This is an optimization exercise on Yosys and OpenROAD, whose aim is small area, not a production implementation. In this exercise RTL edits were held to simulation tests only and were not proved equivalent to the original. No activity file was given, so power comes from the tool's default toggle rates.

== yarrow ==
## udma_uart
module udma_uart (
  input  wire        clk,
  input  wire        rst,
  input  wire        cg,
  input  wire        rx_in,
  output wire        tx_out,
  output reg         evt_rx,
  output reg         evt_tx,
  input  wire        reg_valid,
  input  wire        reg_write,
  input  wire [1:0]  reg_sz,
  input  wire [6:0]  reg_off,
  input  wire [31:0] reg_wdata,
  output reg  [31:0] reg_rdata,
  output reg         reg_err,
  output reg         tx_req_valid,
  output wire [31:0] tx_req_addr,
  output wire [2:0]  tx_req_n,
  input  wire        tx_rsp_valid,
  input  wire [31:0] tx_rsp_data,
  output reg         rx_req_valid,
  output wire [31:0] rx_req_addr,
  output wire [2:0]  rx_req_n,
  output wire [31:0] rx_req_data,
  input  wire        rx_rsp_valid
);
  localparam POOL = 4;
  localparam TX_IDLE   = 3'd0;
  localparam TX_START  = 3'd1;
  localparam TX_DATA   = 3'd2;
  localparam TX_PARITY = 3'd3;
  localparam TX_STOP   = 3'd4;
  localparam RX_WAIT_START = 2'd0;
  localparam RX_DATA       = 2'd1;
  localparam RX_PARITY     = 2'd2;
  localparam RX_WAIT_STOP  = 2'd3;
  function automatic [31:0] add3_32(input [31:0] a, input [2:0] b);
    reg c, bk;
    integer k;
    begin
      c = 1'b0;
      for (k = 0; k < 32; k = k + 1) begin
        bk = (k < 3) ? b[k] : 1'b0;
        add3_32[k] = a[k] ^ bk ^ c;
        c = (a[k] & bk) | (a[k] & c) | (bk & c);
      end
    end
  endfunction
  function automatic [19:0] sub3_20(input [19:0] a, input [2:0] b);
    reg w, bk;
    integer k;
    begin
      w = 1'b0;
      for (k = 0; k < 20; k = k + 1) begin
        bk = (k < 3) ? b[k] : 1'b0;
        sub3_20[k] = a[k] ^ bk ^ w;
        w = (~a[k] & bk) | (~a[k] & w) | (bk & w);
      end
    end
  endfunction
  function automatic [16:0] dec17(input [16:0] a);
    reg w;
    integer k;
    begin
      w = 1'b1;
      for (k = 0; k < 17; k = k + 1) begin
        dec17[k] = a[k] ^ w;
        w = ~a[k] & w;
      end
    end
  endfunction
  function automatic [16:0] add17(input [16:0] a, input [16:0] b, input ci);
    reg c;
    integer k;
    begin
      c = ci;
      for (k = 0; k < 17; k = k + 1) begin
        add17[k] = a[k] ^ b[k] ^ c;
        c = (a[k] & b[k]) | (a[k] & c) | (b[k] & c);
      end
    end
  endfunction
  reg [31:0] rx_saddr, tx_saddr;
  reg        rx_cont,  tx_cont;
  ...
For scale: roughly 3,800 cells after synthesis, ~680 flip-flops, ~220 I/O pins.
Settings: LEC_CHECK=0, CAP_MARGIN=20, CORE_MARGIN=2, CORE_UTILIZATION=40, SLEW_MARGIN=20; clock period 12.0 ns.
run.sh (not shown) runs the stock make flow with config.mk's settings and CLKGATE_MAP_FILE= SYNTH_SCRIPT=/design/flow/synth_recipe.tcl, a recipe that flattens the netlist after the stock synthesis.
Changes in lagoon relative to yarrow:
--- a/flow/design.v
+++ b/flow/design.v
@@ -106,13 +106,14 @@
   reg [7:0]  tx_shift;
   reg [2:0]  tx_bit;
   reg        tx_stop;
   reg [15:0] tx_cnt;
   reg        tx_line;
   reg [1:0]  rx_state;
-  reg [7:0]  rx_shift;    
+  reg [7:0]  rx_shift;
+  reg [2:0]  rx_bit;
   reg [16:0] rx_cnt;
   reg        rx_prev;
   assign tx_out      = tx_line;
   assign tx_req_addr = tx_daddr;
   assign tx_req_n    = tx_out_n;
   assign rx_req_addr = rx_daddr;
@@ -145,21 +146,21 @@
   reg [2:0]  n_tx_bit;
   reg        n_tx_stop;
   reg [15:0] n_tx_cnt;
   reg        n_tx_line;
   reg [1:0]  n_rx_state;
   reg [7:0]  n_rx_shift;
+  reg [2:0]  n_rx_bit;
   reg [16:0] n_rx_cnt;
   reg        n_rx_prev;
   reg        n_evt_rx, n_evt_tx;
   reg        n_tx_req_valid, n_rx_req_valid;
   reg        acc_ok;
   reg [2:0]  unit;
   reg [2:0]  nn;
   reg        pb;
-  reg        rx_last;
   reg [1:0]  tx_idx;
   reg [16:0] tx_cnt_dec, rx_cnt_dec;
   integer    i;
   always @* begin
     n_rx_saddr = rx_saddr;   n_tx_saddr = tx_saddr;
     n_rx_cont  = rx_cont;    n_tx_cont  = tx_cont;
@@ -183,25 +184,24 @@
     n_rx_rdy_v    = rx_rdy_v;    n_tx_rdy_v    = tx_rdy_v;
     n_parity_mode = parity_mode;
     n_stop2       = stop2;
     n_clkdiv      = clkdiv;
     n_tx_state = tx_state;  n_tx_shift = tx_shift;  n_tx_bit = tx_bit;
     n_tx_stop  = tx_stop;   n_tx_cnt   = tx_cnt;    n_tx_line = tx_line;
-    n_rx_state = rx_state;  n_rx_shift = rx_shift;
+    n_rx_state = rx_state;  n_rx_shift = rx_shift;  n_rx_bit = rx_bit;
     n_rx_cnt   = rx_cnt;    n_rx_prev  = rx_prev;
     n_evt_rx = 1'b0;
     n_evt_tx = 1'b0;
     n_tx_req_valid = 1'b0;
     n_rx_req_valid = 1'b0;
     reg_rdata = 32'd0;
     reg_err   = 1'b0;
     acc_ok    = 1'b0;
     unit      = 3'd0;
     nn        = 3'd0;
     pb        = 1'b0;
-    rx_last   = 1'b0;
     tx_idx    = 2'd0;
     tx_cnt_dec = dec17({1'b0, tx_cnt});
     rx_cnt_dec = dec17(rx_cnt);
     if (n_rx_rdy_v) begin
       if (!n_rx_out_disc) begin
         n_rx_daddr = add3_32(rx_daddr, rx_out_n);
@@ -421,24 +421,24 @@
         endcase
       end
       case (n_rx_state)
         RX_WAIT_START: begin
           if (n_rx_prev && !rx_in) begin
             n_rx_state = RX_DATA;
-            n_rx_shift = 8'b1000_0000;
+            n_rx_bit   = 3'd0;
             n_rx_cnt   = add17({1'b0, n_clkdiv}, {2'b00, n_clkdiv[15:1]}, n_clkdiv[0]);
           end
         end
         RX_DATA: begin
           if (n_rx_cnt != 17'd0) begin
             n_rx_cnt = rx_cnt_dec;
           end else begin
-            rx_last    = n_rx_shift[0];
             n_rx_shift = {rx_in, n_rx_shift[7:1]};
             n_rx_cnt = {1'b0, n_clkdiv};
-            if (!rx_last) begin
+            if (n_rx_bit != 3'd7) begin
+              n_rx_bit = n_rx_bit + 3'd1;
             end else if (n_parity_mode != 2'd0) begin
               n_rx_state = RX_PARITY;
             end else begin
               if (n_rx_dcnt != 3'd0 && n_rx_scnt != 3'd4) begin
                 n_rx_stage[n_rx_scnt[1:0]] = n_rx_shift;
                 n_rx_scnt = n_rx_scnt + 3'd1;
@@ -546,10 +546,10 @@
     rx_drem   <= n_rx_drem;    tx_drem   <= n_tx_drem;
     rx_stage <= n_rx_stage;    tx_stage <= n_tx_stage;
     rx_out_n    <= n_rx_out_n;     tx_out_n    <= n_tx_out_n;
     rx_out_disc <= n_rx_out_disc;  tx_out_disc <= n_tx_out_disc;
     tx_shift <= n_tx_shift;  tx_bit <= n_tx_bit;
     tx_stop  <= n_tx_stop;   tx_cnt <= n_tx_cnt;
-    rx_shift <= n_rx_shift;
+    rx_shift <= n_rx_shift;  rx_bit <= n_rx_bit;
     rx_cnt   <= n_rx_cnt;
   end
 endmodule
==> comparison <==
lagoon — total global routing track utilization 0.92 points lower, yarrow as reference. Against yarrow, lagoon comes in 1.3% higher on die area. Comparing lagoon and yarrow, the higher final HPWL from detailed placement was measured on yarrow. Going from yarrow to lagoon, sequential fraction of design power shrinks by 0.9 points. lagoon has less setup slack than yarrow. Looking at final standard cell area without fillers across lagoon and yarrow, the one that comes out lower is yarrow.

re-timing with driven ports:
Ports are ideal in the flow. The routed layouts listed here were re-timed in OpenROAD.
Step 1: set_driving_cell puts a clkbuf_16 on clk and a buf_2 on each other input, an assumption about the parent block.
Step 2, shift: input delay + t, output delay - t, t = (earliest + latest rising clock arrival at the registers) / 2. This alone moves slack from input paths to output paths.
Slacks: ideal / step 1 / step 2; pairs: ideal / step 1.
| run | t (ns) | slack for setup (ns) | clock arrival spread, ns | worst register clock-pin slew, ns | pins driven straight from the clock port |
|---|---|---|---|---|---|
| yarrow | 0.682 | 1.479 / 1.459 / 0.777 | 0.025 / 0.026 | 0.07 / 0.07 | 1 |
| lagoon | 0.684 | 1.363 / 1.403 / 0.718 | 0.036 / 0.037 | 0.07 / 0.07 | 1 |
After both steps every run listed still meets setup and hold. For yarrow, which loses most, drivers alone change the setup slack by -0.020 ns; drivers and shift together by -0.702 ns.
